What follows belongs to an exercise in optimizing a design on an open flow for a short achievable clock period and few clock cycles; a production flow would make more cautious choices.
No functional check of the RTL was part of any run shown here.

$ cat flow/config.mk
export PLATFORM = sky130hd
export DESIGN_NAME = crc32_engine
export DESIGN_NICKNAME = crc32_engine
export VERILOG_FILES = /design/flow/design.v
export SDC_FILE = /design/flow/constraint.sdc
export NUM_CORES = 4
export LEC_CHECK = 0
export ABC_CLOCK_PERIOD_IN_PS = 1000
export CAP_MARGIN = 20
export CORE_MARGIN = 2
export CORE_UTILIZATION = 35
export SETUP_SLACK_MARGIN = 5.0
export SLEW_MARGIN = 20
export TNS_END_PERCENT = 100
$ cat flow/constraint.sdc
create_clock -name core_clock -period 6.0 [get_ports {clk}]
set_input_delay 1.2000 -clock core_clock [delete_from_list [all_inputs] [get_ports {clk}]]
set_output_delay 1.2000 -clock core_clock [all_outputs]
set_load 0.01 [all_outputs]
$ cat flow/design.v
module crc32_rom (
    input  wire [7:0]  idx,
    output wire [31:0] data
);
    assign data[0] = idx[2];
    assign data[1] = idx[0] ^ idx[3];
    assign data[2] = idx[0] ^ idx[1] ^ idx[4];
    assign data[3] = idx[1] ^ idx[2] ^ idx[5];
    assign data[4] = idx[0] ^ idx[2] ^ idx[3] ^ idx[6];
    assign data[5] = idx[1] ^ idx[3] ^ idx[4] ^ idx[7];
    assign data[6] = idx[4] ^ idx[5];
    assign data[7] = idx[0] ^ idx[5] ^ idx[6];
    assign data[8] = idx[1] ^ idx[6] ^ idx[7];
    assign data[9] = idx[7];
    assign data[10] = idx[2];
    assign data[11] = idx[3];
    assign data[12] = idx[0] ^ idx[4];
    assign data[13] = idx[0] ^ idx[1] ^ idx[5];
    assign data[14] = idx[1] ^ idx[2] ^ idx[6];
    assign data[15] = idx[2] ^ idx[3] ^ idx[7];
    assign data[16] = idx[0] ^ idx[2] ^ idx[3] ^ idx[4];
    assign data[17] = idx[0] ^ idx[1] ^ idx[3] ^ idx[4] ^ idx[5];
    assign data[18] = idx[0] ^ idx[1] ^ idx[2] ^ idx[4] ^ idx[5] ^ idx[6];
    assign data[19] = idx[1] ^ idx[2] ^ idx[3] ^ idx[5] ^ idx[6] ^ idx[7];
    assign data[20] = idx[3] ^ idx[4] ^ idx[6] ^ idx[7];
    assign data[21] = idx[2] ^ idx[4] ^ idx[5] ^ idx[7];
    assign data[22] = idx[2] ^ idx[3] ^ idx[5] ^ idx[6];
    assign data[23] = idx[3] ^ idx[4] ^ idx[6] ^ idx[7];
    assign data[24] = idx[0] ^ idx[2] ^ idx[4] ^ idx[5] ^ idx[7];
    assign data[25] = idx[0] ^ idx[1] ^ idx[2] ^ idx[3] ^ idx[5] ^ idx[6];
    assign data[26] = idx[0] ^ idx[1] ^ idx[2] ^ idx[3] ^ idx[4] ^ idx[6] ^ idx[7];
    assign data[27] = idx[1] ^ idx[3] ^ idx[4] ^ idx[5] ^ idx[7];
    assign data[28] = idx[0] ^ idx[4] ^ idx[5] ^ idx[6];
    assign data[29] = idx[0] ^ idx[1] ^ idx[5] ^ idx[6] ^ idx[7];
    assign data[30] = idx[0] ^ idx[1] ^ idx[6] ^ idx[7];
    assign data[31] = idx[1] ^ idx[7];
endmodule
module crc32_engine (
    input  wire        clk,
    input  wire        rst,
    input  wire        cmd_valid,
    output wire        cmd_ready,
    input  wire [7:0]  cmd,
    input  wire [31:0] din,
    output wire [31:0] dout,
    output wire        err
);
    localparam [31:0] X_INIT = 32'h9226F562;
    reg [31:0] x_q;       
    reg [31:0] y_q;       
    reg [31:0] w_q;       
    reg [31:0] s_sv_q;    
    reg [31:0] d_sv_q;    
    reg [2:0]  fold_q;    
    reg        rst_q;     
    reg        keep_q;    
    reg        yf_q;      
    reg        sres_q;    
    reg        dres_q;    
    reg [31:0] dout_q;    
    reg        err_q;     
    reg        ready_q;   
    reg        rt_q;      
    reg [7:0]  idx_q;     
    wire zhi     = ~cmd[7] & ~cmd[3] & ~cmd[2];
    wire zlo     = ~cmd[1] & ~cmd[0];
    wire full    = cmd[1] & cmd[0];
    wire op_upd  = zhi & ~cmd[6] &  cmd[5] &  cmd[4];
    wire op_init = zhi & ~cmd[6] & ~cmd[5] &  cmd[4] & zlo;
    wire op_load = zhi & ~cmd[6] &  cmd[5] & ~cmd[4] & zlo;
    wire op_rds  = zhi &  cmd[6] & ~cmd[5] & ~cmd[4] & zlo;
    wire op_fin  = zhi &  cmd[6] & ~cmd[5] &  cmd[4] & zlo;
    wire op_rdt  = zhi &  cmd[6] &  cmd[5] & ~cmd[4] & zlo;
    wire op_nop  = zhi & ~cmd[6] & ~cmd[5] & ~cmd[4] & zlo;
    wire op_short = op_upd & ~full;
    wire fast    = (op_upd & full) | op_init | op_load | op_rds | op_fin | op_nop;
    wire legal   = fast | op_short | op_rdt;
    wire acc     = cmd_valid & ready_q;
    wire c_upd   =  cmd[5] &  cmd[4];               
    wire c_load  =  cmd[5] & ~cmd[4];               
    wire c_init  = ~cmd[6] & ~cmd[5] &  cmd[4];     
    wire c_rds   =  cmd[6] & ~cmd[5] & ~cmd[4];     
    wire c_fin   =  cmd[6] & ~cmd[5] &  cmd[4];     
    wire upd     = acc & c_upd;
    wire x_set   = (acc & c_init) | rst_q;
    wire y_load  = acc & c_load;
    wire xy_keep = keep_q & ~(acc & (cmd[5] | c_init));
    wire go      = acc & ~rst;
    wire d_keep  = ~rst & ~rt_q & ~dres_q & ~(acc & cmd[6] & ~cmd[5]);
    wire [31:0] t4, c1, c2, c3;
    assign t4[0] = x_q[0] ^ x_q[1] ^ x_q[2] ^ x_q[3] ^ x_q[4] ^ x_q[6] ^ x_q[7] ^ x_q[8] ^ x_q[16] ^ x_q[20] ^ x_q[22] ^ x_q[23] ^ x_q[26];
    assign t4[1] = x_q[1] ^ x_q[2] ^ x_q[3] ^ x_q[4] ^ x_q[5] ^ x_q[7] ^ x_q[8] ^ x_q[9] ^ x_q[17] ^ x_q[21] ^ x_q[23] ^ x_q[24] ^ x_q[27];
    assign t4[2] = x_q[0] ^ x_q[2] ^ x_q[3] ^ x_q[4] ^ x_q[5] ^ x_q[6] ^ x_q[8] ^ x_q[9] ^ x_q[10] ^ x_q[18] ^ x_q[22] ^ x_q[24] ^ x_q[25] ^ x_q[28];
    assign t4[3] = x_q[1] ^ x_q[3] ^ x_q[4] ^ x_q[5] ^ x_q[6] ^ x_q[7] ^ x_q[9] ^ x_q[10] ^ x_q[11] ^ x_q[19] ^ x_q[23] ^ x_q[25] ^ x_q[26] ^ x_q[29];
    assign t4[4] = x_q[2] ^ x_q[4] ^ x_q[5] ^ x_q[6] ^ x_q[7] ^ x_q[8] ^ x_q[10] ^ x_q[11] ^ x_q[12] ^ x_q[20] ^ x_q[24] ^ x_q[26] ^ x_q[27] ^ x_q[30];
    assign t4[5] = x_q[0] ^ x_q[3] ^ x_q[5] ^ x_q[6] ^ x_q[7] ^ x_q[8] ^ x_q[9] ^ x_q[11] ^ x_q[12] ^ x_q[13] ^ x_q[21] ^ x_q[25] ^ x_q[27] ^ x_q[28] ^ x_q[31];
    assign t4[6] = x_q[0] ^ x_q[2] ^ x_q[3] ^ x_q[9] ^ x_q[10] ^ x_q[12] ^ x_q[13] ^ x_q[14] ^ x_q[16] ^ x_q[20] ^ x_q[23] ^ x_q[28] ^ x_q[29];
    assign t4[7] = x_q[1] ^ x_q[3] ^ x_q[4] ^ x_q[10] ^ x_q[11] ^ x_q[13] ^ x_q[14] ^ x_q[15] ^ x_q[17] ^ x_q[21] ^ x_q[24] ^ x_q[29] ^ x_q[30];
    assign t4[8] = x_q[0] ^ x_q[2] ^ x_q[4] ^ x_q[5] ^ x_q[11] ^ x_q[12] ^ x_q[14] ^ x_q[15] ^ x_q[16] ^ x_q[18] ^ x_q[22] ^ x_q[25] ^ x_q[30] ^ x_q[31];
    assign t4[9] = x_q[0] ^ x_q[2] ^ x_q[4] ^ x_q[5] ^ x_q[7] ^ x_q[8] ^ x_q[12] ^ x_q[13] ^ x_q[15] ^ x_q[17] ^ x_q[19] ^ x_q[20] ^ x_q[22] ^ x_q[31];
    assign t4[10] = x_q[0] ^ x_q[2] ^ x_q[4] ^ x_q[5] ^ x_q[7] ^ x_q[9] ^ x_q[13] ^ x_q[14] ^ x_q[18] ^ x_q[21] ^ x_q[22] ^ x_q[26];
    assign t4[11] = x_q[1] ^ x_q[3] ^ x_q[5] ^ x_q[6] ^ x_q[8] ^ x_q[10] ^ x_q[14] ^ x_q[15] ^ x_q[19] ^ x_q[22] ^ x_q[23] ^ x_q[27];
    assign t4[12] = x_q[2] ^ x_q[4] ^ x_q[6] ^ x_q[7] ^ x_q[9] ^ x_q[11] ^ x_q[15] ^ x_q[16] ^ x_q[20] ^ x_q[23] ^ x_q[24] ^ x_q[28];
    assign t4[13] = x_q[0] ^ x_q[3] ^ x_q[5] ^ x_q[7] ^ x_q[8] ^ x_q[10] ^ x_q[12] ^ x_q[16] ^ x_q[17] ^ x_q[21] ^ x_q[24] ^ x_q[25] ^ x_q[29];
    assign t4[14] = x_q[0] ^ x_q[1] ^ x_q[4] ^ x_q[6] ^ x_q[8] ^ x_q[9] ^ x_q[11] ^ x_q[13] ^ x_q[17] ^ x_q[18] ^ x_q[22] ^ x_q[25] ^ x_q[26] ^ x_q[30];
    assign t4[15] = x_q[1] ^ x_q[2] ^ x_q[5] ^ x_q[7] ^ x_q[9] ^ x_q[10] ^ x_q[12] ^ x_q[14] ^ x_q[18] ^ x_q[19] ^ x_q[23] ^ x_q[26] ^ x_q[27] ^ x_q[31];
    assign t4[16] = x_q[1] ^ x_q[4] ^ x_q[7] ^ x_q[10] ^ x_q[11] ^ x_q[13] ^ x_q[15] ^ x_q[16] ^ x_q[19] ^ x_q[22] ^ x_q[23] ^ x_q[24] ^ x_q[26] ^ x_q[27] ^ x_q[28];
    assign t4[17] = x_q[2] ^ x_q[5] ^ x_q[8] ^ x_q[11] ^ x_q[12] ^ x_q[14] ^ x_q[16] ^ x_q[17] ^ x_q[20] ^ x_q[23] ^ x_q[24] ^ x_q[25] ^ x_q[27] ^ x_q[28] ^ x_q[29];
    assign t4[18] = x_q[0] ^ x_q[3] ^ x_q[6] ^ x_q[9] ^ x_q[12] ^ x_q[13] ^ x_q[15] ^ x_q[17] ^ x_q[18] ^ x_q[21] ^ x_q[24] ^ x_q[25] ^ x_q[26] ^ x_q[28] ^ x_q[29] ^ x_q[30];
    assign t4[19] = x_q[0] ^ x_q[1] ^ x_q[4] ^ x_q[7] ^ x_q[10] ^ x_q[13] ^ x_q[14] ^ x_q[16] ^ x_q[18] ^ x_q[19] ^ x_q[22] ^ x_q[25] ^ x_q[26] ^ x_q[27] ^ x_q[29] ^ x_q[30] ^ x_q[31];
    assign t4[20] = x_q[0] ^ x_q[3] ^ x_q[4] ^ x_q[5] ^ x_q[6] ^ x_q[7] ^ x_q[11] ^ x_q[14] ^ x_q[15] ^ x_q[16] ^ x_q[17] ^ x_q[19] ^ x_q[22] ^ x_q[27] ^ x_q[28] ^ x_q[30] ^ x_q[31];
    assign t4[21] = x_q[0] ^ x_q[2] ^ x_q[3] ^ x_q[5] ^ x_q[12] ^ x_q[15] ^ x_q[17] ^ x_q[18] ^ x_q[22] ^ x_q[26] ^ x_q[28] ^ x_q[29] ^ x_q[31];
    assign t4[22] = x_q[2] ^ x_q[7] ^ x_q[8] ^ x_q[13] ^ x_q[18] ^ x_q[19] ^ x_q[20] ^ x_q[22] ^ x_q[26] ^ x_q[27] ^ x_q[29] ^ x_q[30];
    assign t4[23] = x_q[0] ^ x_q[3] ^ x_q[8] ^ x_q[9] ^ x_q[14] ^ x_q[19] ^ x_q[20] ^ x_q[21] ^ x_q[23] ^ x_q[27] ^ x_q[28] ^ x_q[30] ^ x_q[31];
    assign t4[24] = x_q[2] ^ x_q[3] ^ x_q[6] ^ x_q[7] ^ x_q[8] ^ x_q[9] ^ x_q[10] ^ x_q[15] ^ x_q[16] ^ x_q[21] ^ x_q[23] ^ x_q[24] ^ x_q[26] ^ x_q[28] ^ x_q[29] ^ x_q[31];
    assign t4[25] = x_q[1] ^ x_q[2] ^ x_q[6] ^ x_q[9] ^ x_q[10] ^ x_q[11] ^ x_q[17] ^ x_q[20] ^ x_q[23] ^ x_q[24] ^ x_q[25] ^ x_q[26] ^ x_q[27] ^ x_q[29] ^ x_q[30];
    assign t4[26] = x_q[2] ^ x_q[3] ^ x_q[7] ^ x_q[10] ^ x_q[11] ^ x_q[12] ^ x_q[18] ^ x_q[21] ^ x_q[24] ^ x_q[25] ^ x_q[26] ^ x_q[27] ^ x_q[28] ^ x_q[30] ^ x_q[31];
    assign t4[27] = x_q[0] ^ x_q[1] ^ x_q[2] ^ x_q[6] ^ x_q[7] ^ x_q[11] ^ x_q[12] ^ x_q[13] ^ x_q[16] ^ x_q[19] ^ x_q[20] ^ x_q[23] ^ x_q[25] ^ x_q[27] ^ x_q[28] ^ x_q[29] ^ x_q[31];
    assign t4[28] = x_q[0] ^ x_q[4] ^ x_q[6] ^ x_q[12] ^ x_q[13] ^ x_q[14] ^ x_q[16] ^ x_q[17] ^ x_q[21] ^ x_q[22] ^ x_q[23] ^ x_q[24] ^ x_q[28] ^ x_q[29] ^ x_q[30];
    assign t4[29] = x_q[0] ^ x_q[1] ^ x_q[5] ^ x_q[7] ^ x_q[13] ^ x_q[14] ^ x_q[15] ^ x_q[17] ^ x_q[18] ^ x_q[22] ^ x_q[23] ^ x_q[24] ^ x_q[25] ^ x_q[29] ^ x_q[30] ^ x_q[31];
    assign t4[30] = x_q[3] ^ x_q[4] ^ x_q[7] ^ x_q[14] ^ x_q[15] ^ x_q[18] ^ x_q[19] ^ x_q[20] ^ x_q[22] ^ x_q[24] ^ x_q[25] ^ x_q[30] ^ x_q[31];
    assign t4[31] = x_q[0] ^ x_q[1] ^ x_q[2] ^ x_q[3] ^ x_q[5] ^ x_q[6] ^ x_q[7] ^ x_q[15] ^ x_q[19] ^ x_q[21] ^ x_q[22] ^ x_q[25] ^ x_q[31];
    assign c1[0] = w_q[2] ^ w_q[8];
    assign c1[1] = w_q[0] ^ w_q[3] ^ w_q[9];
    assign c1[2] = w_q[0] ^ w_q[1] ^ w_q[4] ^ w_q[10];
    assign c1[3] = w_q[1] ^ w_q[2] ^ w_q[5] ^ w_q[11];
    assign c1[4] = w_q[0] ^ w_q[2] ^ w_q[3] ^ w_q[6] ^ w_q[12];
    assign c1[5] = w_q[1] ^ w_q[3] ^ w_q[4] ^ w_q[7] ^ w_q[13];
    assign c1[6] = w_q[4] ^ w_q[5] ^ w_q[14];
    assign c1[7] = w_q[0] ^ w_q[5] ^ w_q[6] ^ w_q[15];
    assign c1[8] = w_q[1] ^ w_q[6] ^ w_q[7] ^ w_q[16];
    assign c1[9] = w_q[7] ^ w_q[17];
    assign c1[10] = w_q[2] ^ w_q[18];
    assign c1[11] = w_q[3] ^ w_q[19];
    assign c1[12] = w_q[0] ^ w_q[4] ^ w_q[20];
    assign c1[13] = w_q[0] ^ w_q[1] ^ w_q[5] ^ w_q[21];
    assign c1[14] = w_q[1] ^ w_q[2] ^ w_q[6] ^ w_q[22];
    assign c1[15] = w_q[2] ^ w_q[3] ^ w_q[7] ^ w_q[23];
    assign c1[16] = w_q[0] ^ w_q[2] ^ w_q[3] ^ w_q[4] ^ w_q[24];
    assign c1[17] = w_q[0] ^ w_q[1] ^ w_q[3] ^ w_q[4] ^ w_q[5] ^ w_q[25];
    assign c1[18] = w_q[0] ^ w_q[1] ^ w_q[2] ^ w_q[4] ^ w_q[5] ^ w_q[6] ^ w_q[26];
    assign c1[19] = w_q[1] ^ w_q[2] ^ w_q[3] ^ w_q[5] ^ w_q[6] ^ w_q[7] ^ w_q[27];
    assign c1[20] = w_q[3] ^ w_q[4] ^ w_q[6] ^ w_q[7] ^ w_q[28];
    assign c1[21] = w_q[2] ^ w_q[4] ^ w_q[5] ^ w_q[7] ^ w_q[29];
    assign c1[22] = w_q[2] ^ w_q[3] ^ w_q[5] ^ w_q[6] ^ w_q[30];
    assign c1[23] = w_q[3] ^ w_q[4] ^ w_q[6] ^ w_q[7] ^ w_q[31];
    assign c1[24] = w_q[0] ^ w_q[2] ^ w_q[4] ^ w_q[5] ^ w_q[7];
    assign c1[25] = w_q[0] ^ w_q[1] ^ w_q[2] ^ w_q[3] ^ w_q[5] ^ w_q[6];
    assign c1[26] = w_q[0] ^ w_q[1] ^ w_q[2] ^ w_q[3] ^ w_q[4] ^ w_q[6] ^ w_q[7];
    assign c1[27] = w_q[1] ^ w_q[3] ^ w_q[4] ^ w_q[5] ^ w_q[7];
    assign c1[28] = w_q[0] ^ w_q[4] ^ w_q[5] ^ w_q[6];
    assign c1[29] = w_q[0] ^ w_q[1] ^ w_q[5] ^ w_q[6] ^ w_q[7];
    assign c1[30] = w_q[0] ^ w_q[1] ^ w_q[6] ^ w_q[7];
    assign c1[31] = w_q[1] ^ w_q[7];
    assign c2[0] = w_q[0] ^ w_q[4] ^ w_q[6] ^ w_q[7] ^ w_q[10] ^ w_q[16];
    assign c2[1] = w_q[1] ^ w_q[5] ^ w_q[7] ^ w_q[8] ^ w_q[11] ^ w_q[17];
    assign c2[2] = w_q[2] ^ w_q[6] ^ w_q[8] ^ w_q[9] ^ w_q[12] ^ w_q[18];
    assign c2[3] = w_q[3] ^ w_q[7] ^ w_q[9] ^ w_q[10] ^ w_q[13] ^ w_q[19];
    assign c2[4] = w_q[4] ^ w_q[8] ^ w_q[10] ^ w_q[11] ^ w_q[14] ^ w_q[20];
    assign c2[5] = w_q[5] ^ w_q[9] ^ w_q[11] ^ w_q[12] ^ w_q[15] ^ w_q[21];
    assign c2[6] = w_q[0] ^ w_q[4] ^ w_q[7] ^ w_q[12] ^ w_q[13] ^ w_q[22];
    assign c2[7] = w_q[1] ^ w_q[5] ^ w_q[8] ^ w_q[13] ^ w_q[14] ^ w_q[23];
    assign c2[8] = w_q[0] ^ w_q[2] ^ w_q[6] ^ w_q[9] ^ w_q[14] ^ w_q[15] ^ w_q[24];
    assign c2[9] = w_q[1] ^ w_q[3] ^ w_q[4] ^ w_q[6] ^ w_q[15] ^ w_q[25];
    assign c2[10] = w_q[2] ^ w_q[5] ^ w_q[6] ^ w_q[10] ^ w_q[26];
    assign c2[11] = w_q[3] ^ w_q[6] ^ w_q[7] ^ w_q[11] ^ w_q[27];
    assign c2[12] = w_q[0] ^ w_q[4] ^ w_q[7] ^ w_q[8] ^ w_q[12] ^ w_q[28];
    assign c2[13] = w_q[0] ^ w_q[1] ^ w_q[5] ^ w_q[8] ^ w_q[9] ^ w_q[13] ^ w_q[29];
    assign c2[14] = w_q[1] ^ w_q[2] ^ w_q[6] ^ w_q[9] ^ w_q[10] ^ w_q[14] ^ w_q[30];
    assign c2[15] = w_q[2] ^ w_q[3] ^ w_q[7] ^ w_q[10] ^ w_q[11] ^ w_q[15] ^ w_q[31];
    assign c2[16] = w_q[0] ^ w_q[3] ^ w_q[6] ^ w_q[7] ^ w_q[8] ^ w_q[10] ^ w_q[11] ^ w_q[12];
    assign c2[17] = w_q[0] ^ w_q[1] ^ w_q[4] ^ w_q[7] ^ w_q[8] ^ w_q[9] ^ w_q[11] ^ w_q[12] ^ w_q[13];
    assign c2[18] = w_q[1] ^ w_q[2] ^ w_q[5] ^ w_q[8] ^ w_q[9] ^ w_q[10] ^ w_q[12] ^ w_q[13] ^ w_q[14];
    assign c2[19] = w_q[0] ^ w_q[2] ^ w_q[3] ^ w_q[6] ^ w_q[9] ^ w_q[10] ^ w_q[11] ^ w_q[13] ^ w_q[14] ^ w_q[15];
    assign c2[20] = w_q[0] ^ w_q[1] ^ w_q[3] ^ w_q[6] ^ w_q[11] ^ w_q[12] ^ w_q[14] ^ w_q[15];
    assign c2[21] = w_q[1] ^ w_q[2] ^ w_q[6] ^ w_q[10] ^ w_q[12] ^ w_q[13] ^ w_q[15];
    assign c2[22] = w_q[2] ^ w_q[3] ^ w_q[4] ^ w_q[6] ^ w_q[10] ^ w_q[11] ^ w_q[13] ^ w_q[14];
    assign c2[23] = w_q[3] ^ w_q[4] ^ w_q[5] ^ w_q[7] ^ w_q[11] ^ w_q[12] ^ w_q[14] ^ w_q[15];
    assign c2[24] = w_q[0] ^ w_q[5] ^ w_q[7] ^ w_q[8] ^ w_q[10] ^ w_q[12] ^ w_q[13] ^ w_q[15];
    assign c2[25] = w_q[1] ^ w_q[4] ^ w_q[7] ^ w_q[8] ^ w_q[9] ^ w_q[10] ^ w_q[11] ^ w_q[13] ^ w_q[14];
    assign c2[26] = w_q[2] ^ w_q[5] ^ w_q[8] ^ w_q[9] ^ w_q[10] ^ w_q[11] ^ w_q[12] ^ w_q[14] ^ w_q[15];
    assign c2[27] = w_q[0] ^ w_q[3] ^ w_q[4] ^ w_q[7] ^ w_q[9] ^ w_q[11] ^ w_q[12] ^ w_q[13] ^ w_q[15];
    assign c2[28] = w_q[0] ^ w_q[1] ^ w_q[5] ^ w_q[6] ^ w_q[7] ^ w_q[8] ^ w_q[12] ^ w_q[13] ^ w_q[14];
    assign c2[29] = w_q[1] ^ w_q[2] ^ w_q[6] ^ w_q[7] ^ w_q[8] ^ w_q[9] ^ w_q[13] ^ w_q[14] ^ w_q[15];
    assign c2[30] = w_q[2] ^ w_q[3] ^ w_q[4] ^ w_q[6] ^ w_q[8] ^ w_q[9] ^ w_q[14] ^ w_q[15];
    assign c2[31] = w_q[3] ^ w_q[5] ^ w_q[6] ^ w_q[9] ^ w_q[15];
    assign c3[0] = w_q[0] ^ w_q[8] ^ w_q[12] ^ w_q[14] ^ w_q[15] ^ w_q[18] ^ w_q[24];
    assign c3[1] = w_q[0] ^ w_q[1] ^ w_q[9] ^ w_q[13] ^ w_q[15] ^ w_q[16] ^ w_q[19] ^ w_q[25];
    assign c3[2] = w_q[0] ^ w_q[1] ^ w_q[2] ^ w_q[10] ^ w_q[14] ^ w_q[16] ^ w_q[17] ^ w_q[20] ^ w_q[26];
    assign c3[3] = w_q[1] ^ w_q[2] ^ w_q[3] ^ w_q[11] ^ w_q[15] ^ w_q[17] ^ w_q[18] ^ w_q[21] ^ w_q[27];
    assign c3[4] = w_q[0] ^ w_q[2] ^ w_q[3] ^ w_q[4] ^ w_q[12] ^ w_q[16] ^ w_q[18] ^ w_q[19] ^ w_q[22] ^ w_q[28];
    assign c3[5] = w_q[0] ^ w_q[1] ^ w_q[3] ^ w_q[4] ^ w_q[5] ^ w_q[13] ^ w_q[17] ^ w_q[19] ^ w_q[20] ^ w_q[23] ^ w_q[29];
    assign c3[6] = w_q[1] ^ w_q[2] ^ w_q[4] ^ w_q[5] ^ w_q[6] ^ w_q[8] ^ w_q[12] ^ w_q[15] ^ w_q[20] ^ w_q[21] ^ w_q[30];
    assign c3[7] = w_q[2] ^ w_q[3] ^ w_q[5] ^ w_q[6] ^ w_q[7] ^ w_q[9] ^ w_q[13] ^ w_q[16] ^ w_q[21] ^ w_q[22] ^ w_q[31];
    assign c3[8] = w_q[3] ^ w_q[4] ^ w_q[6] ^ w_q[7] ^ w_q[8] ^ w_q[10] ^ w_q[14] ^ w_q[17] ^ w_q[22] ^ w_q[23];
    assign c3[9] = w_q[0] ^ w_q[4] ^ w_q[5] ^ w_q[7] ^ w_q[9] ^ w_q[11] ^ w_q[12] ^ w_q[14] ^ w_q[23];
    assign c3[10] = w_q[1] ^ w_q[5] ^ w_q[6] ^ w_q[10] ^ w_q[13] ^ w_q[14] ^ w_q[18];
    assign c3[11] = w_q[0] ^ w_q[2] ^ w_q[6] ^ w_q[7] ^ w_q[11] ^ w_q[14] ^ w_q[15] ^ w_q[19];
    assign c3[12] = w_q[1] ^ w_q[3] ^ w_q[7] ^ w_q[8] ^ w_q[12] ^ w_q[15] ^ w_q[16] ^ w_q[20];
    assign c3[13] = w_q[0] ^ w_q[2] ^ w_q[4] ^ w_q[8] ^ w_q[9] ^ w_q[13] ^ w_q[16] ^ w_q[17] ^ w_q[21];
    assign c3[14] = w_q[0] ^ w_q[1] ^ w_q[3] ^ w_q[5] ^ w_q[9] ^ w_q[10] ^ w_q[14] ^ w_q[17] ^ w_q[18] ^ w_q[22];
    assign c3[15] = w_q[1] ^ w_q[2] ^ w_q[4] ^ w_q[6] ^ w_q[10] ^ w_q[11] ^ w_q[15] ^ w_q[18] ^ w_q[19] ^ w_q[23];
    assign c3[16] = w_q[2] ^ w_q[3] ^ w_q[5] ^ w_q[7] ^ w_q[8] ^ w_q[11] ^ w_q[14] ^ w_q[15] ^ w_q[16] ^ w_q[18] ^ w_q[19] ^ w_q[20];
    assign c3[17] = w_q[0] ^ w_q[3] ^ w_q[4] ^ w_q[6] ^ w_q[8] ^ w_q[9] ^ w_q[12] ^ w_q[15] ^ w_q[16] ^ w_q[17] ^ w_q[19] ^ w_q[20] ^ w_q[21];
    assign c3[18] = w_q[1] ^ w_q[4] ^ w_q[5] ^ w_q[7] ^ w_q[9] ^ w_q[10] ^ w_q[13] ^ w_q[16] ^ w_q[17] ^ w_q[18] ^ w_q[20] ^ w_q[21] ^ w_q[22];
    assign c3[19] = w_q[2] ^ w_q[5] ^ w_q[6] ^ w_q[8] ^ w_q[10] ^ w_q[11] ^ w_q[14] ^ w_q[17] ^ w_q[18] ^ w_q[19] ^ w_q[21] ^ w_q[22] ^ w_q[23];
    assign c3[20] = w_q[3] ^ w_q[6] ^ w_q[7] ^ w_q[8] ^ w_q[9] ^ w_q[11] ^ w_q[14] ^ w_q[19] ^ w_q[20] ^ w_q[22] ^ w_q[23];
    assign c3[21] = w_q[4] ^ w_q[7] ^ w_q[9] ^ w_q[10] ^ w_q[14] ^ w_q[18] ^ w_q[20] ^ w_q[21] ^ w_q[23];
    assign c3[22] = w_q[0] ^ w_q[5] ^ w_q[10] ^ w_q[11] ^ w_q[12] ^ w_q[14] ^ w_q[18] ^ w_q[19] ^ w_q[21] ^ w_q[22];
    assign c3[23] = w_q[0] ^ w_q[1] ^ w_q[6] ^ w_q[11] ^ w_q[12] ^ w_q[13] ^ w_q[15] ^ w_q[19] ^ w_q[20] ^ w_q[22] ^ w_q[23];
    assign c3[24] = w_q[0] ^ w_q[1] ^ w_q[2] ^ w_q[7] ^ w_q[8] ^ w_q[13] ^ w_q[15] ^ w_q[16] ^ w_q[18] ^ w_q[20] ^ w_q[21] ^ w_q[23];
    assign c3[25] = w_q[1] ^ w_q[2] ^ w_q[3] ^ w_q[9] ^ w_q[12] ^ w_q[15] ^ w_q[16] ^ w_q[17] ^ w_q[18] ^ w_q[19] ^ w_q[21] ^ w_q[22];
    assign c3[26] = w_q[2] ^ w_q[3] ^ w_q[4] ^ w_q[10] ^ w_q[13] ^ w_q[16] ^ w_q[17] ^ w_q[18] ^ w_q[19] ^ w_q[20] ^ w_q[22] ^ w_q[23];
    assign c3[27] = w_q[3] ^ w_q[4] ^ w_q[5] ^ w_q[8] ^ w_q[11] ^ w_q[12] ^ w_q[15] ^ w_q[17] ^ w_q[19] ^ w_q[20] ^ w_q[21] ^ w_q[23];
    assign c3[28] = w_q[4] ^ w_q[5] ^ w_q[6] ^ w_q[8] ^ w_q[9] ^ w_q[13] ^ w_q[14] ^ w_q[15] ^ w_q[16] ^ w_q[20] ^ w_q[21] ^ w_q[22];
    assign c3[29] = w_q[5] ^ w_q[6] ^ w_q[7] ^ w_q[9] ^ w_q[10] ^ w_q[14] ^ w_q[15] ^ w_q[16] ^ w_q[17] ^ w_q[21] ^ w_q[22] ^ w_q[23];
    assign c3[30] = w_q[6] ^ w_q[7] ^ w_q[10] ^ w_q[11] ^ w_q[12] ^ w_q[14] ^ w_q[16] ^ w_q[17] ^ w_q[22] ^ w_q[23];
    assign c3[31] = w_q[7] ^ w_q[11] ^ w_q[13] ^ w_q[14] ^ w_q[17] ^ w_q[23];
    wire [31:0] s_cur = t4 ^ y_q;
    wire [31:0] dmask = din & {{8{cmd[1] & cmd[0]}}, {8{cmd[1]}},
                               {8{cmd[1] | cmd[0]}}, 8'hFF};
    wire [31:0] s_in  = t4 ^ (y_q ^ dmask);
    wire [31:0] t_rd;
    crc32_rom u_rom (.idx(idx_q), .data(t_rd));
    always @(posedge clk) begin
        idx_q   <= din[7:0];
        w_q     <= s_in;
        s_sv_q  <= s_cur;
        d_sv_q  <= dout_q;
        rst_q   <= rst;
        keep_q  <= ~rst & ~(acc & ~fast);
        sres_q  <= go & ~(fast | op_short);
        dres_q  <= go & ~legal;
        fold_q  <= {3{go & op_short}} &
                   {cmd[1:0] == 2'd2, cmd[1:0] == 2'd1, cmd[1:0] == 2'd0};
        x_q     <= ({32{upd}} & s_in) | ({32{x_set}} & X_INIT) | ({32{xy_keep}} & x_q);
        y_q     <= ({32{y_load}} & din) | ({32{fold_q[0]}} & c1) | ({32{fold_q[1]}} & c2) |
                   ({32{fold_q[2]}} & c3) | ({32{sres_q}} & s_sv_q) | ({32{xy_keep}} & y_q);
        yf_q    <= y_load | (|fold_q) | sres_q | (yf_q & xy_keep);
        dout_q  <= {32{~rst}} & (({32{acc & c_rds & ~yf_q}} & t4) | ({32{acc & c_fin & ~yf_q}} & ~t4) |
                   ({32{acc & c_rds & yf_q}} & y_q) | ({32{acc & c_fin & yf_q}} & ~y_q) |
                   ({32{rt_q}} & t_rd) | ({32{dres_q}} & d_sv_q) | ({32{d_keep}} & dout_q));
        err_q   <= ~rst & (err_q | (go & ~legal));
        ready_q <= ~rst & ~(go & ~fast);
        rt_q    <= go & op_rdt;
    end
    assign cmd_ready = ready_q;
    assign dout      = dout_q;
    assign err       = err_q;
endmodule
$ cat flow/flow/run.sh
#!/bin/bash
# Standard layout (the standard.sh, which runs the standard synthesis
# script), with more slow cells kept out of synthesis and repair: three-input
# XORs, high-stack OR/NOR/AND-OR cells and the like. Registers are untouched
# (flip-flops are mapped before ABC and none of them is in the list).
set -euo pipefail
PL=$(cat flow/platform_dont_use.txt)
EXTRA=$(cat flow/extra_dont_use.txt)
bash standard.sh "DONT_USE_CELLS=$PL $EXTRA" finish > standard.log 2>&1
$ cat flow/flow/extra_dont_use.txt
sky130_fd_sc_hd__a2111o_1 sky130_fd_sc_hd__a2111o_2 sky130_fd_sc_hd__a2111o_4 sky130_fd_sc_hd__a2111oi_0 sky130_fd_sc_hd__a2111oi_1 sky130_fd_sc_hd__a2111oi_2 sky130_fd_sc_hd__a2111oi_4 sky130_fd_sc_hd__a222oi_1 sky130_fd_sc_hd__a41o_1 sky130_fd_sc_hd__a41o_2 sky130_fd_sc_hd__a41o_4 sky130_fd_sc_hd__a41oi_1 sky130_fd_sc_hd__a41oi_2 sky130_fd_sc_hd__a41oi_4 sky130_fd_sc_hd__nor4_1 sky130_fd_sc_hd__nor4_2 sky130_fd_sc_hd__nor4_4 sky130_fd_sc_hd__nor4b_1 sky130_fd_sc_hd__nor4b_2 sky130_fd_sc_hd__nor4b_4 sky130_fd_sc_hd__nor4bb_1 sky130_fd_sc_hd__nor4bb_2 sky130_fd_sc_hd__nor4bb_4 sky130_fd_sc_hd__o2111a_1 sky130_fd_sc_hd__o2111a_2 sky130_fd_sc_hd__o2111a_4 sky130_fd_sc_hd__o2111ai_1 sky130_fd_sc_hd__o2111ai_2 sky130_fd_sc_hd__o2111ai_4 sky130_fd_sc_hd__o41a_1 sky130_fd_sc_hd__o41a_2 sky130_fd_sc_hd__o41a_4 sky130_fd_sc_hd__o41ai_1 sky130_fd_sc_hd__o41ai_2 sky130_fd_sc_hd__o41ai_4 sky130_fd_sc_hd__or3_1 sky130_fd_sc_hd__or3_2 sky130_fd_sc_hd__or3_4 sky130_fd_sc_hd__or3b_1 sky130_fd_sc_hd__or3b_2 sky130_fd_sc_hd__or3b_4 sky130_fd_sc_hd__or4_1 sky130_fd_sc_hd__or4_2 sky130_fd_sc_hd__or4_4 sky130_fd_sc_hd__or4b_1 sky130_fd_sc_hd__or4b_2 sky130_fd_sc_hd__or4b_4 sky130_fd_sc_hd__or4bb_1 sky130_fd_sc_hd__or4bb_2 sky130_fd_sc_hd__or4bb_4 sky130_fd_sc_hd__xnor3_1 sky130_fd_sc_hd__xnor3_2 sky130_fd_sc_hd__xnor3_4 sky130_fd_sc_hd__xor3_1 sky130_fd_sc_hd__xor3_2 sky130_fd_sc_hd__xor3_4  sky130_fd_sc_hd__a211oi_1 sky130_fd_sc_hd__a211oi_2 sky130_fd_sc_hd__a211oi_4 sky130_fd_sc_hd__a221o_1 sky130_fd_sc_hd__a221o_2 sky130_fd_sc_hd__a221o_4 sky130_fd_sc_hd__a221oi_1 sky130_fd_sc_hd__a221oi_2 sky130_fd_sc_hd__a221oi_4 sky130_fd_sc_hd__a311o_1 sky130_fd_sc_hd__a311o_2 sky130_fd_sc_hd__a311o_4 sky130_fd_sc_hd__a311oi_1 sky130_fd_sc_hd__a311oi_2 sky130_fd_sc_hd__a311oi_4 sky130_fd_sc_hd__a32o_1 sky130_fd_sc_hd__a32o_2 sky130_fd_sc_hd__a32o_4 sky130_fd_sc_hd__a32oi_1 sky130_fd_sc_hd__a32oi_2 sky130_fd_sc_hd__a32oi_4 sky130_fd_sc_hd__and4_1 sky130_fd_sc_hd__and4_2 sky130_fd_sc_hd__and4_4 sky130_fd_sc_hd__and4b_1 sky130_fd_sc_hd__and4b_2 sky130_fd_sc_hd__and4b_4 sky130_fd_sc_hd__and4bb_1 sky130_fd_sc_hd__and4bb_2 sky130_fd_sc_hd__and4bb_4 sky130_fd_sc_hd__mux4_1 sky130_fd_sc_hd__mux4_2 sky130_fd_sc_hd__mux4_4 sky130_fd_sc_hd__nand4_1 sky130_fd_sc_hd__nand4_2 sky130_fd_sc_hd__nand4_4 sky130_fd_sc_hd__nand4b_1 sky130_fd_sc_hd__nand4b_2 sky130_fd_sc_hd__nand4b_4 sky130_fd_sc_hd__nand4bb_1 sky130_fd_sc_hd__nand4bb_2 sky130_fd_sc_hd__nand4bb_4 sky130_fd_sc_hd__nor3_1 sky130_fd_sc_hd__nor3_2 sky130_fd_sc_hd__nor3_4 sky130_fd_sc_hd__nor3b_1 sky130_fd_sc_hd__nor3b_2 sky130_fd_sc_hd__nor3b_4 sky130_fd_sc_hd__o211ai_1 sky130_fd_sc_hd__o211ai_2 sky130_fd_sc_hd__o211ai_4 sky130_fd_sc_hd__o221a_1 sky130_fd_sc_hd__o221a_2 sky130_fd_sc_hd__o221a_4 sky130_fd_sc_hd__o221ai_1 sky130_fd_sc_hd__o221ai_2 sky130_fd_sc_hd__o221ai_4 sky130_fd_sc_hd__o311a_1 sky130_fd_sc_hd__o311a_2 sky130_fd_sc_hd__o311a_4 sky130_fd_sc_hd__o311ai_0 sky130_fd_sc_hd__o311ai_1 sky130_fd_sc_hd__o311ai_2 sky130_fd_sc_hd__o311ai_4 sky130_fd_sc_hd__o32a_1 sky130_fd_sc_hd__o32a_2 sky130_fd_sc_hd__o32a_4 sky130_fd_sc_hd__o32ai_1 sky130_fd_sc_hd__o32ai_2 sky130_fd_sc_hd__o32ai_4 
$ cat flow/flow/platform_dont_use.txt
sky130_fd_sc_hd__lpflow_bleeder_1 sky130_fd_sc_hd__lpflow_clkbufkapwr_1 sky130_fd_sc_hd__lpflow_clkbufkapwr_16 sky130_fd_sc_hd__lpflow_clkbufkapwr_2 sky130_fd_sc_hd__lpflow_clkbufkapwr_4 sky130_fd_sc_hd__lpflow_clkbufkapwr_8 sky130_fd_sc_hd__lpflow_clkinvkapwr_1 sky130_fd_sc_hd__lpflow_clkinvkapwr_16 sky130_fd_sc_hd__lpflow_clkinvkapwr_2 sky130_fd_sc_hd__lpflow_clkinvkapwr_4 sky130_fd_sc_hd__lpflow_clkinvkapwr_8 sky130_fd_sc_hd__lpflow_decapkapwr_12 sky130_fd_sc_hd__lpflow_decapkapwr_3 sky130_fd_sc_hd__lpflow_decapkapwr_4 sky130_fd_sc_hd__lpflow_decapkapwr_6 sky130_fd_sc_hd__lpflow_decapkapwr_8 sky130_fd_sc_hd__lpflow_inputiso0n_1 sky130_fd_sc_hd__lpflow_inputiso0p_1 sky130_fd_sc_hd__lpflow_inputiso1n_1 sky130_fd_sc_hd__lpflow_inputiso1p_1 sky130_fd_sc_hd__lpflow_inputisolatch_1 sky130_fd_sc_hd__lpflow_isobufsrc_1 sky130_fd_sc_hd__lpflow_isobufsrc_16 sky130_fd_sc_hd__lpflow_isobufsrc_2 sky130_fd_sc_hd__lpflow_isobufsrc_4 sky130_fd_sc_hd__lpflow_isobufsrc_8 sky130_fd_sc_hd__lpflow_isobufsrckapwr_16 sky130_fd_sc_hd__lpflow_lsbuf_lh_hl_isowell_tap_1 sky130_fd_sc_hd__lpflow_lsbuf_lh_hl_isowell_tap_2 sky130_fd_sc_hd__lpflow_lsbuf_lh_hl_isowell_tap_4 sky130_fd_sc_hd__lpflow_lsbuf_lh_isowell_4 sky130_fd_sc_hd__lpflow_lsbuf_lh_isowell_tap_1 sky130_fd_sc_hd__lpflow_lsbuf_lh_isowell_tap_2 sky130_fd_sc_hd__lpflow_lsbuf_lh_isowell_tap_4 sky130_fd_sc_hd__probe_p_8 sky130_fd_sc_hd__probec_p_8 
$ cat flow/standard.sh
#!/bin/bash
# synth_recipe.tcl (not shown) runs the flow's synth.tcl, then flattens the netlist and writes it again
# the make line also repeats each setting of config.mk as NAME=value (left out here)
make -C /OpenROAD-flow-scripts/flow DESIGN_CONFIG=/design/flow/config.mk WORK_HOME=/design/flow/orfs CLKGATE_MAP_FILE= SYNTH_SCRIPT=/design/flow/synth_recipe.tcl "${@:-finish}"
==> results.txt, run 1 <==
P&R area growth vs syn 63.5%; ANT nets after route 0; status timing/DRC/antenna clean; initial drt markers 1,572; final setup margin between 3000 and 4000 ps; GR peak layer met2; Clock Pin Slew Worst Setup and Hold Paths 60 ps; H-tree levels 1; Critical Path Start Type flop; Layout Cells excl Fill 2,395; Worst-Skew Late Latency 530 ps; critical setup path kind reg -> reg; Final Core Density 57.6%; top cells by count, synth xnor2_1, dfxtp_1, xor2_1, nand2_1, a21oi_1; Synth top area share 32.0%; die height slightly above 200 µm; Post-synth EDFFs 0; Distinct cells, synth 35; CP arrival 2790 ps; Final HPWL DP about 40 mm; Die Span X between 200 and 250 µm; Critical Path Max Stage Delay between 400 and 500 ps; met2 usage between 40 and 50%; final net count between 1,500 and 2,000; Worst-Margin Slew 720 ps; vias in the first global route 13,400; CP cell instances buf_12 > buf_6 > buf_8 > xnor2_4 > xnor2_2 > xnor2_2 > xnor2_4 > xnor2_4 > xnor2_2 > a21bo_1; row cnt 74; hold buffer count at cts 0; type of destination of the critical path flop; # IOs 77; Slew Viols, Final 0; setup repair after global routing missed its margin yes; CTS root buffer clkbuf_16; Syn Inst Count 1,548; GRT Total Usage 29.9%; dominant synthesized flop cell dfxtp_1; HP Start dout_q[25]$_DFF_P_; CP bufs+invs 3; Layout fillers 3,049; Area contributors post-synth xnor2_1, dfxtp_1, xor2_1; DRT Wirelength around 68 mm; Worst path slowest cell xnor2_2; core area 0.0406 mm²; largest net degree at the start of global routing 36; CP startpoint x_q[7]$_DFF_P_; CTS buffer count 23; pre-CTS setup slack 2280 ps; Syn Area/Cell 9.24 µm²; CP delay by family, top XOR/XNOR gates; RR Startpoint x_q[7]$_DFF_P_; GRT Residual Overflow 0; Cells after DPL approximately 2,100; Final Hold Vio Count 0; Yosys warnings 1; layout cells sized above 1 47.8%; vias per cell 5.66; DR WL/cell 28.6 µm; met3 Track Usage GR around 5.0%; Data required, critical path ~6400 ps; skew final 17.4 ps; Rel. slew slack approximately half; FF+latch count, synth between 200 and 250; Initial Utilization 35.3%; worst hold margin 376 ps; most frequent cell after synthesis xnor2_1; FMAX 422 MHz; Clock Path Buffers 3; crit-path max FO 5; Final setup viols 0; first-pass GRT wire length 92.6 mm; GPL Wtd Cong 0.940; Fin Setup TNS 0 ps; Via Count 13,500; full die area 0.0425 mm²; # clock sinks ~210; synthesized area 0.0143 mm²; PortBufs 76; worst hold path type reg -> reg; Seq/Total Area, Yosys 29.5%; # DRC 0; met1 GRT Util 37.7%; Synth area leader xnor2_1; First-pass DRT Iterations 7; crit path time final 2370 ps; initial antenna violation count 0; CTS tree built; Syn Nets 1,591; ys async rst share 0%; max-cap violation count 0; final period utilization 39.5%
-- routing by layer --
metal  wire length, µm  vias to the layer above  share of wire, %
li1                  -                     5636                 -
met1             24800                     6602                36
met2             31000                      987                45
met3              6940                      321                10
met4              5760                        0               8.4
met5                 0                        -                 0
-- worst paths after layout --
| check | endpoint | slack (ps) | cells past startpoint |
|---|---|---|---|
| worst max register to register | x_q[15]$_DFF_P_ | 3630 | 10 |
| worst max-delay path | x_q[15]$_DFF_P_ | 3630 | 10 |
| worst min register to register | d_sv_q[25]$_DFF_P_ | 380 | 0 |
| worst min-delay path | d_sv_q[25]$_DFF_P_ | 380 | 0 |
-- worst register-to-register path, stage by stage (launching register included) --
cell	delay (ps)
dfxtp_2	340
buf_12	160
buf_6	130
buf_8	130
xnor2_4	130
xnor2_2	180
xnor2_2	420
xnor2_4	200
xnor2_4	190
xnor2_2	180
a21bo_1	210
-- metrics by stage --
step	area [µm²]
after detailed placement	16200
final	23400
after floorplan	15600
after global routing	23400
after global placement	16200
after CTS	22100
-- cell usage in the layout, fill, tap and decap left out, drive strengths merged, types with 29 or more instances in the layout --
cell type	count
buf	359
dfxtp	211
xor2	170
nand3	68
clkbuf	37
a22oi	41
xnor2	558
nand2	93
o21ai	50
a31oi	29
a21oi	80
a22o	36
-- cells by family after synthesis --
group	after synthesis	synth area share, %
AND/OR/NAND/NOR	209	6.78
multiplexers	13	0.910
XOR/XNOR	728	47.0
flip-flops	211	29.5
AO/OA/AOI/OAI	256	11.5
buffers and inverters	131	4.24
-- sequential cells by signal, indices dropped and copies added (netlist names), 3 cells and up --
| signal | cells |
|---|---|
| d_sv_q | 32 |
| dout_q | 32 |
| s_sv_q | 32 |
| w_q | 32 |
| x_q | 32 |
| y_q | 32 |
| idx_q | 8 |
| fold_q | 3 |
-- repair_timing --
action	4_1_cts	5_1_grt
pin swaps	221	128
resized for setup	763	129
endpoints found under the setup margin	213	204
cloned	16	0
buffers inserted	230	55
endpoints found under the hold margin	0	0
-- final cells by class --
type / instances / area [µm²] / share of cell area (%)
Antenna cell: 1 / 2.50 / 0.0107
Clock buffer: 37 / 689 / 2.95
Clock inverter: 4 / 23.8 / 0.102
Inverter: 8 / 30.0 / 0.128
Multi-Input combinational cell: 1216 / 13400 / 57.2
Sequential cell: 211 / 4430 / 19.0
Tap cell: 532 / 666 / 2.85
Timing Repair Buffer: 386 / 4170 / 17.8
==> inputs of run 2 (changes only) <==
--- a/flow/config.mk
+++ b/flow/config.mk
@@ -8,7 +8,7 @@
 export ABC_CLOCK_PERIOD_IN_PS = 1000
 export CAP_MARGIN = 20
 export CORE_MARGIN = 2
-export CORE_UTILIZATION = 35
-export SETUP_SLACK_MARGIN = 5.0
+export CORE_UTILIZATION = 40
+export SETUP_SLACK_MARGIN = 4.6
 export SLEW_MARGIN = 20
 export TNS_END_PERCENT = 100
==> run 2 against run 1 <==
Non-clock buffer count increased by 64. Synthesized cell count unchanged. Clock-buffer cell count decreased by 6. Cell count decreased by 0.33%. Still clean. Maximum frequency increased by 0.56%.
==> results.txt, run 2 <==
Final HPWL DP 39.0 mm (was 39.7 mm); PortBufs 76 (unchanged); most frequent cell after synthesis xnor2_1 (unchanged); worst hold margin 380 ps (was 376 ps); Post-synth EDFFs 0 (unchanged); final setup margin 3640 ps (was 3630 ps); Syn Nets 1,591 (unchanged); Slew Viols, Final 0 (unchanged); hold buffer count at cts 0 (unchanged); Clock Pin Slew Worst Setup and Hold Paths 60 ps (about the same); core area 0.0354 mm² (was 0.0406 mm²); max-cap violation count 0 (unchanged); GPL Wtd Cong 0.925 (was 0.940); setup repair after global routing missed its margin yes (unchanged); FF+latch count, synth 211 (unchanged); final period utilization 39.3% (was 39.5%); CTS buffer count 24 (was 23); Syn Inst Count 1,548 (unchanged); CP arrival 2790 ps (about the same); Synth top area share 32.0% (unchanged); ys async rst share 0% (unchanged); r2r worst-path depth 9 (was 10); # DRC 0 (unchanged); P&R area growth vs syn 73.7% (was 63.5%); type of destination of the critical path flop (unchanged); CTS root buffer clkbuf_16 (unchanged); ANT cells 0 (was 1); worst min-delay path endpoint d_sv_q[16]$_DFF_P_ (was d_sv_q[25]$_DFF_P_); vias per cell 5.86 (was 5.66); vias in the first global route 14,000 (was 13,400); Data required, critical path 6430 ps (was 6420 ps); GRT Total Usage 35.6% (was 29.9%); Worst-Margin Slew 775 ps (was 720 ps); Seq/Total Area, Yosys 29.5% (unchanged); H-tree levels 1 (unchanged); skew final 40.0 ps (was 17.4 ps); synthesized area 0.0143 mm² (unchanged); Distinct cells, synth 35 (unchanged); full die area 0.0373 mm² (was 0.0425 mm²); initial antenna violation count 3 (was 0); RR Startpoint x_q[19]$_DFF_P_ (was x_q[7]$_DFF_P_); most frequent cells in the layout xnor2_1, buf_6, buf_4, xnor2_2, xnor2_4 (was xnor2_1, buf_6, xnor2_2, buf_4, dfxtp_1); # IOs 77 (unchanged); CP startpoint x_q[19]$_DFF_P_ (was x_q[7]$_DFF_P_); first-pass GRT wire length 95.6 mm (was 92.6 mm); HP Start dout_q[16]$_DFF_P_ (was dout_q[25]$_DFF_P_); final net count 1,951 (was 1,889); Final Hold Vio Count 0 (unchanged); critical setup path kind reg -> reg (unchanged); r2r setup slk 3640 ps (was 3630 ps); top cells by count, synth xnor2_1, dfxtp_1, xor2_1, nand2_1, a21oi_1 (unchanged); die height 193 µm (was 206 µm); largest net degree at the start of global routing 36 (unchanged); Worst R2R End x_q[27]$_DFF_P_ (was x_q[15]$_DFF_P_); status timing/DRC/antenna clean (unchanged); crit path time final 2360 ps (was 2370 ps); Syn Area/Cell 9.24 µm² (unchanged); dominant synthesized flop cell dfxtp_1 (unchanged); layout cells sized above 1 52.4% (was 47.8%); Worst-Skew Late Latency 550 ps (was 530 ps); crit-path max FO 5 (unchanged); Rel. slew slack 48.2% (was 52.0%); Clock Path Buffers 3 (unchanged); DR WL/cell 29.9 µm (was 28.6 µm); CTS tree built (unchanged); row cnt 69 (was 74); DRT Wirelength 71.4 mm (was 68.4 mm); worst hold path type reg -> reg (unchanged); # clock sinks 211 (unchanged); Final setup viols 0 (unchanged); Via Count 14,000 (was 13,500); commonest non-fill, non-tap cell in the layout xnor2_1 (unchanged); Area contributors post-synth xnor2_1, dfxtp_1, xor2_1 (unchanged); initial drt markers 1,629 (was 1,572); pre-CTS setup slack 2390 ps (was 2280 ps); Initial Utilization 40.4% (was 35.3%); Critical Path Start Type flop (unchanged); Synth area leader xnor2_1 (unchanged); worst hold path depth 0 (unchanged); Fin Setup TNS 0 ps (unchanged); ANT nets after route 0 (unchanged); Die Span X 193 µm (was 206 µm); GRT Residual Overflow 0 (unchanged); Yosys warnings 1 (unchanged); First-pass DRT Iterations 7 (unchanged); FMAX 424 MHz (was 422 MHz)
[run 2: cell counts after synthesis]
No cell type changed its count.
[run 2: how the worst max path moves through the flow]
stage / endpoint / slack [ps]
3_3_place_gp: dout_q[13]$_DFF_P_ / 2460
3_5_place_dp: dout_q[25]$_DFF_P_ / 2390
6_report: x_q[27]$_DFF_P_ / 3640
2_1_floorplan: y_q[22]$_DFF_P_ / 3590
4_1_cts: dout[14] / 3820
5_1_grt: dout_q[14]$_DFF_P_ / 3650
[run 2: kinds of logic (layout without fill, tap and decap cells)]
logic type             Yosys count  after routing  share of synthesized area (%)
AO/OA/AOI/OAI                  256            256                           11.5
XOR/XNOR                       728            728                           47.0
buffers and inverters          131            502                           4.24
flip-flops                     211            211                           29.5
multiplexers                    13             13                          0.910
AND/OR/NAND/NOR                209            216                           6.78
[run 2: stage by stage]
step,area [µm²],instances,utilization (%)
5_1_grt,24800,2387,70.2
2_1_floorplan,15600,1548,-
3_3_place_gp,16200,1986,45.7
6_report,24800,2387,70.2
3_5_place_dp,16200,1986,45.7
4_1_cts,23300,2324,65.8
[run 2: layout make-up]
cell class / count / area (µm²)
multi-input cells: 1213 / 13900
fillers: 2192 / 10600
repair buffers: 450 / 5070
flip-flops and latches: 211 / 4440
clock buffers: 31 / 657
well taps: 461 / 577
clock inverters: 13 / 188
inverters: 8 / 30.0
[run 2: worst max-delay path, stage by stage, from the launching register on]
cell	delay [ps]
dfxtp_4	390
xnor2_4	180
buf_4	160
xnor2_2	390
xnor2_4	160
xnor2_2	180
buf_6	150
xnor2_4	250
xnor2_4	140
a22o_1	210
[run 2: routing by layer]
metal,vias up,global-route usage (%),routed length (µm)
li1,5765,-,-
met4,4,20.3,5750
met3,364,7.40,7310
met1,6806,44.2,25800
met5,-,0,29
met2,1040,57.6,32500
[run 2: timing repair]
action / CTS / global route
cloned: 23 / 0
gates resized for setup: 826 / 161
hold endpoints to repair: 0 / 0
pin swaps: 262 / 143
setup endpoints to repair: 210 / 206
buffers inserted: 271 / 63
==> inputs of run 3 (changes only) <==
--- a/flow/design.v
+++ b/flow/design.v
@@ -52,9 +52,11 @@
     reg [31:0] s_sv_q;    
     reg [31:0] d_sv_q;    
     reg [2:0]  fold_q;    
+    reg        corf_q;    
+    reg        cors_q;    
+    reg [2:0]  k2_q;      
     reg        rst_q;     
     reg        keep_q;    
-    reg        yf_q;      
     reg        sres_q;    
     reg        dres_q;    
     reg [31:0] dout_q;    
@@ -72,21 +74,26 @@
     wire op_fin  = zhi &  cmd[6] & ~cmd[5] &  cmd[4] & zlo;
     wire op_rdt  = zhi &  cmd[6] &  cmd[5] & ~cmd[4] & zlo;
     wire op_nop  = zhi & ~cmd[6] & ~cmd[5] & ~cmd[4] & zlo;
-    wire op_short = op_upd & ~full;
-    wire fast    = (op_upd & full) | op_init | op_load | op_rds | op_fin | op_nop;
-    wire legal   = fast | op_short | op_rdt;
+    wire fast    = op_upd | op_init | op_load | op_rds | op_fin | op_nop;
+    wire legal   = fast | op_rdt;
+    wire [2:0] k1h = {cmd[1] & ~cmd[0], ~cmd[1] & cmd[0], zlo};
+    wire pend    = |fold_q;
     wire acc     = cmd_valid & ready_q;
     wire c_upd   =  cmd[5] &  cmd[4];               
     wire c_load  =  cmd[5] & ~cmd[4];               
     wire c_init  = ~cmd[6] & ~cmd[5] &  cmd[4];     
     wire c_rds   =  cmd[6] & ~cmd[5] & ~cmd[4];     
     wire c_fin   =  cmd[6] & ~cmd[5] &  cmd[4];     
-    wire upd     = acc & c_upd;
+    wire upd4    = acc & c_upd & cmd[1] & cmd[0];
     wire x_set   = (acc & c_init) | rst_q;
     wire y_load  = acc & c_load;
+    wire f_keep  = ~(acc & (c_load | c_init));
     wire xy_keep = keep_q & ~(acc & (cmd[5] | c_init));
     wire go      = acc & ~rst;
     wire d_keep  = ~rst & ~rt_q & ~dres_q & ~(acc & cmd[6] & ~cmd[5]);
+    wire d_rds   = acc & c_rds;
+    wire d_fin_s = acc & c_fin & ~pend;
+    wire d_fin_f = acc & c_fin & pend;
     wire [31:0] t4, c1, c2, c3;
     assign t4[0] = x_q[0] ^ x_q[1] ^ x_q[2] ^ x_q[3] ^ x_q[4] ^ x_q[6] ^ x_q[7] ^ x_q[8] ^ x_q[16] ^ x_q[20] ^ x_q[22] ^ x_q[23] ^ x_q[26];
     assign t4[1] = x_q[1] ^ x_q[2] ^ x_q[3] ^ x_q[4] ^ x_q[5] ^ x_q[7] ^ x_q[8] ^ x_q[9] ^ x_q[17] ^ x_q[21] ^ x_q[23] ^ x_q[24] ^ x_q[27];
@@ -216,32 +223,36 @@
     assign c3[29] = w_q[5] ^ w_q[6] ^ w_q[7] ^ w_q[9] ^ w_q[10] ^ w_q[14] ^ w_q[15] ^ w_q[16] ^ w_q[17] ^ w_q[21] ^ w_q[22] ^ w_q[23];
     assign c3[30] = w_q[6] ^ w_q[7] ^ w_q[10] ^ w_q[11] ^ w_q[12] ^ w_q[14] ^ w_q[16] ^ w_q[17] ^ w_q[22] ^ w_q[23];
     assign c3[31] = w_q[7] ^ w_q[11] ^ w_q[13] ^ w_q[14] ^ w_q[17] ^ w_q[23];
-    wire [31:0] s_cur = t4 ^ y_q;
+    wire [31:0] s_cur = t4 ^ y_q;             
     wire [31:0] dmask = din & {{8{cmd[1] & cmd[0]}}, {8{cmd[1]}},
                                {8{cmd[1] | cmd[0]}}, 8'hFF};
     wire [31:0] s_in  = t4 ^ (y_q ^ dmask);
+    wire [31:0] c_sel = ({32{fold_q[0]}} & c1) | ({32{fold_q[1]}} & c2) |
+                        ({32{fold_q[2]}} & c3);   
     wire [31:0] t_rd;
     crc32_rom u_rom (.idx(idx_q), .data(t_rd));
     always @(posedge clk) begin
         idx_q   <= din[7:0];
-        w_q     <= s_in;
-        s_sv_q  <= s_cur;
+        w_q     <= cors_q ? (w_q ^ y_q) : s_in;
+        s_sv_q  <= s_cur | c_sel;
         d_sv_q  <= dout_q;
         rst_q   <= rst;
-        keep_q  <= ~rst & ~(acc & ~fast);
-        sres_q  <= go & ~(fast | op_short);
+        keep_q  <= ~rst & ~(acc & ~fast) & ~(acc & op_upd & pend);
+        sres_q  <= go & ~fast;
         dres_q  <= go & ~legal;
-        fold_q  <= {3{go & op_short}} &
-                   {cmd[1:0] == 2'd2, cmd[1:0] == 2'd1, cmd[1:0] == 2'd0};
-        x_q     <= ({32{upd}} & s_in) | ({32{x_set}} & X_INIT) | ({32{xy_keep}} & x_q);
-        y_q     <= ({32{y_load}} & din) | ({32{fold_q[0]}} & c1) | ({32{fold_q[1]}} & c2) |
-                   ({32{fold_q[2]}} & c3) | ({32{sres_q}} & s_sv_q) | ({32{xy_keep}} & y_q);
-        yf_q    <= y_load | (|fold_q) | sres_q | (yf_q & xy_keep);
-        dout_q  <= {32{~rst}} & (({32{acc & c_rds & ~yf_q}} & t4) | ({32{acc & c_fin & ~yf_q}} & ~t4) |
-                   ({32{acc & c_rds & yf_q}} & y_q) | ({32{acc & c_fin & yf_q}} & ~y_q) |
+        fold_q  <= {3{~rst}} & (({3{go & op_upd & ~full & ~pend}} & k1h) | ({3{cors_q}} & k2_q));
+        corf_q  <= go & op_upd & full & pend;
+        cors_q  <= go & op_upd & ~full & pend;
+        k2_q    <= k1h;
+        x_q     <= ({32{upd4}} & s_in) | ({32{x_set}} & X_INIT) |
+                   ({32{corf_q}} & (x_q ^ y_q)) | ({32{xy_keep}} & x_q);
+        y_q     <= ({32{y_load}} & din) | ({32{f_keep}} & c_sel) |
+                   ({32{sres_q}} & s_sv_q) | ({32{xy_keep}} & y_q);
+        dout_q  <= {32{~rst}} & (({32{d_rds}} & (s_cur | c_sel)) |
+                   ({32{d_fin_s}} & ~s_cur) | ({32{d_fin_f}} & ~c_sel) |
                    ({32{rt_q}} & t_rd) | ({32{dres_q}} & d_sv_q) | ({32{d_keep}} & dout_q));
         err_q   <= ~rst & (err_q | (go & ~legal));
-        ready_q <= ~rst & ~(go & ~fast);
+        ready_q <= ~rst & ~(go & ~fast) & ~(go & op_upd & pend);
         rt_q    <= go & op_rdt;
     end
     assign cmd_ready = ready_q;
==> run 3 against run 2 <==
Setup slack got worse by 280 ps. Register-to-register slack got worse by 280 ps. Largest cell class unchanged. Flip-flop and latch count increased by 4. Critical endpoint is now y_q[27]$_DFF_P_. Synthesized area increased by 6.2%. Still clean on timing, DRC and antenna. Routed wire length increased by 28%.
==> results.txt, run 3 <==
FF+latch count, synth 215 (was 211); Worst-Skew Late Latency 560 ps (was 550 ps); GRT Total Usage 37.4% (was 35.6%); ys async rst share 0% (unchanged); GRT Residual Overflow 0 (unchanged); Worst-Margin Slew 795 ps (was 775 ps); layout cells sized above 1 59.3% (was 52.4%); worst hold margin 390 ps (was 380 ps); Area contributors post-synth dfxtp_1, xnor2_1, xor2_1 (was xnor2_1, dfxtp_1, xor2_1); H-tree levels 1 (unchanged); Syn Nets 1,767 (was 1,591); Clock Path Buffers 3 (unchanged); Cells after DPL 2,205 (was 1,986); core area 0.0375 mm² (was 0.0354 mm²); DR WL/cell 33.6 µm (was 29.9 µm); Fin Setup TNS 0 ps (unchanged); Syn Area/Cell 8.81 µm² (was 9.24 µm²); Via Count 17,400 (was 14,000); vias per cell 6.38 (was 5.86); hold buffer count at cts 0 (unchanged); most frequent cell after synthesis xnor2_1 (unchanged); FF/Latch Area 0.00457 mm² (was 0.00444 mm²); Worst path slowest cell xnor2_4 (was dfxtp_4); Final Cell Area 0.0290 mm² (was 0.0248 mm²); final period utilization 44.0% (was 39.3%); DRT Wirelength 91.7 mm (was 71.4 mm); # DRC 0 (unchanged); Syn Inst Count 1,724 (was 1,548); Die Span X 199 µm (was 193 µm); Layout fillers 1,921 (was 2,192); ANT cells 0 (unchanged); Data required, critical path 6440 ps (was 6430 ps); FMAX 379 MHz (was 424 MHz); # clock sinks 215 (was 211); Initial Utilization 40.5% (was 40.4%); Final Hold Vio Count 0 (unchanged); CP arrival 3080 ps (was 2790 ps); max-cap violation count 0 (unchanged); multi-input logic area 0.0163 mm² (was 0.0139 mm²); skew final 40.4 ps (was 40.0 ps); Synth top area share 28.3% (was 32.0%); status timing/DRC/antenna clean (unchanged); final net count 2,247 (was 1,951); first-pass GRT wire length 107 mm (was 95.6 mm); most frequent CP cell xnor2_1 (was xnor2_4); worst hold path type reg -> reg (unchanged); synthesized area 0.0152 mm² (was 0.0143 mm²); Post-synth EDFFs 0 (unchanged); crit-path max FO 8 (was 5); Critical Path Max Stage Delay 370 ps (was 390 ps); largest net degree at the start of global routing 65 (was 36); Distinct cells, synth 42 (was 35); Placed Instance Area 0.0178 mm² (was 0.0162 mm²); most frequent cells in the layout buf_4, buf_6, xnor2_2, xnor2_1, xnor2_4 (was xnor2_1, buf_6, buf_4, xnor2_2, xnor2_4); Seq/Total Area, Yosys 28.3% (was 29.5%); crit path time final 2640 ps (was 2360 ps); top cells by count, synth xnor2_1, dfxtp_1, xor2_1, nand2_1, a21oi_1 (unchanged); critical setup path kind reg -> reg (unchanged); type of destination of the critical path flop (unchanged); CTS tree built (unchanged); CTS root buffer clkbuf_16 (unchanged); Final HPWL DP 44.5 mm (was 39.0 mm); First-pass DRT Iterations 6 (was 7); dominant synthesized flop cell dfxtp_1 (unchanged); Final setup viols 0 (unchanged); commonest non-fill, non-tap cell in the layout buf_4 (was xnor2_1); PortBufs 76 (unchanged); GPL Wtd Cong 0.970 (was 0.925); initial antenna violation count 1 (was 3); Layout Cells excl Fill 2,732 (was 2,387); CP cell instances buf_12 > buf_8 > xnor2_4 > xnor2_2 > xnor2_1 > xnor2_1 > a22oi_2 > and2_4 > o21ai_2 (was xnor2_4 > buf_4 > xnor2_2 > xnor2_4 > xnor2_2 > buf_6 > xnor2_4 > xnor2_4 > a22o_1); row cnt 71 (was 69); die height 199 µm (was 193 µm); # IOs 77 (unchanged); P&R area growth vs syn 90.7% (was 73.7%); full die area 0.0395 mm² (was 0.0373 mm²); ANT nets after route 0 (unchanged); Critical Path Start Type flop (unchanged); initial drt markers 2,287 (was 1,629); CTS buffer count 25 (was 24); vias in the first global route 15,600 (was 14,000); Slew Viols, Final 0 (unchanged); Yosys warnings 1 (unchanged); setup repair after global routing missed its margin yes (unchanged); Synth area leader dfxtp_1 (was xnor2_1); Clock Pin Slew Worst Setup and Hold Paths 70 ps (was 60 ps); Rel. slew slack 47.0% (was 48.2%)
-- run 3: worst max-delay path: cells and delay by family (launching register included) --
kind | cells | cell delay [ps]
buf+inv | 2 | 300
xor+xnor | 4 | 1180
flops | 1 | 340
compound gates | 2 | 410
simple gates | 1 | 270
-- run 3: metal layers --
metal	share of wire, %	GRT usage (%)	up-vias
met4	11	25.7	0
met1	33	46.4	8363
met5	0	0	-
met3	13	6.14	716
met2	43	59.7	1701
li1	-	-	6662
-- run 3: cell type report --
| class | count | area share (%) |
|---|---|---|
| timing repair buffer | 581 | 22.7 |
| clock inverter | 6 | 0.216 |
| sequential | 215 | 15.8 |
| inverter | 8 | 0.143 |
| tap | 511 | 2.21 |
| multi-input combinational | 1373 | 56.4 |
| clock buffer | 38 | 2.50 |
-- run 3: final timing paths --
check                startpoint                 end  slack [ps]  depth (start not counted)
max              w_q[3]$_DFF_P_     y_q[27]$_DFF_P_        3360                          9
min          dout_q[30]$_DFF_P_  d_sv_q[30]$_DFF_P_         390                          0
max reg2reg      w_q[3]$_DFF_P_     y_q[27]$_DFF_P_        3360                          9
min reg2reg  dout_q[30]$_DFF_P_  d_sv_q[30]$_DFF_P_         390                          0
-- run 3: repair_timing --
action / in CTS / in global routing
pin swaps: 285 / 255
endpoints found under the setup margin: 210 / 207
gates cloned: 9 / 3
resized for setup: 878 / 309
hold endpoints to repair: 0 / 0
setup buffers: 349 / 122
-- run 3: logic make-up (layout without fill, tap and decap cells) --
kind of cell	Yosys count	count (layout)	share of synthesized area, %
AO/OA/AOI/OAI	413	413	16.8
XOR/XNOR	665	665	40.9
buffers and inverters	138	633	4.42
flip-flops	215	215	28.3
multiplexers	13	13	0.857
AND/OR/NAND/NOR	280	282	8.73
-- run 3: stage by stage --
step | setup WS (ps) | utilization [%]
final | 3360 | 77.3
after global routing | 3420 | 77.3
after CTS | 3750 | 68.9
after detailed placement | 2210 | 47.6
after global placement | 2190 | 47.6
after floorplan | 3330 | -

[afterwards: timing with drivers on the ports]
Ports are ideal in the flow. The routed layouts listed here were re-timed in OpenROAD.
Step 1: set_driving_cell puts a clkbuf_16 on clk and a buf_2 on each other input, an assumption about the parent block.
Step 2 also shifts input and output timing later by t, the mid clock arrival at the registers, as if the neighbouring blocks saw the same clock.
Three values: ideal ports, drivers, drivers and shift; two values: the first two.
| run | shift t [ns] | setup WS [ns] | worst setup path after step 2 |
|---|---|---|---|
| run 1 | 0.564 | 3.631 / 3.545 / 2.981 | input to register |
| run 2 | 0.581 | 3.644 / 3.644 / 3.222 | input to register |
| run 3 | 0.604 | 3.361 / 3.361 / 3.008 | input to register |
After both steps every run listed still meets setup and hold. The setup slack of run 1, which loses most, moves by -0.086 ns with the drivers and by -0.650 ns with both steps.
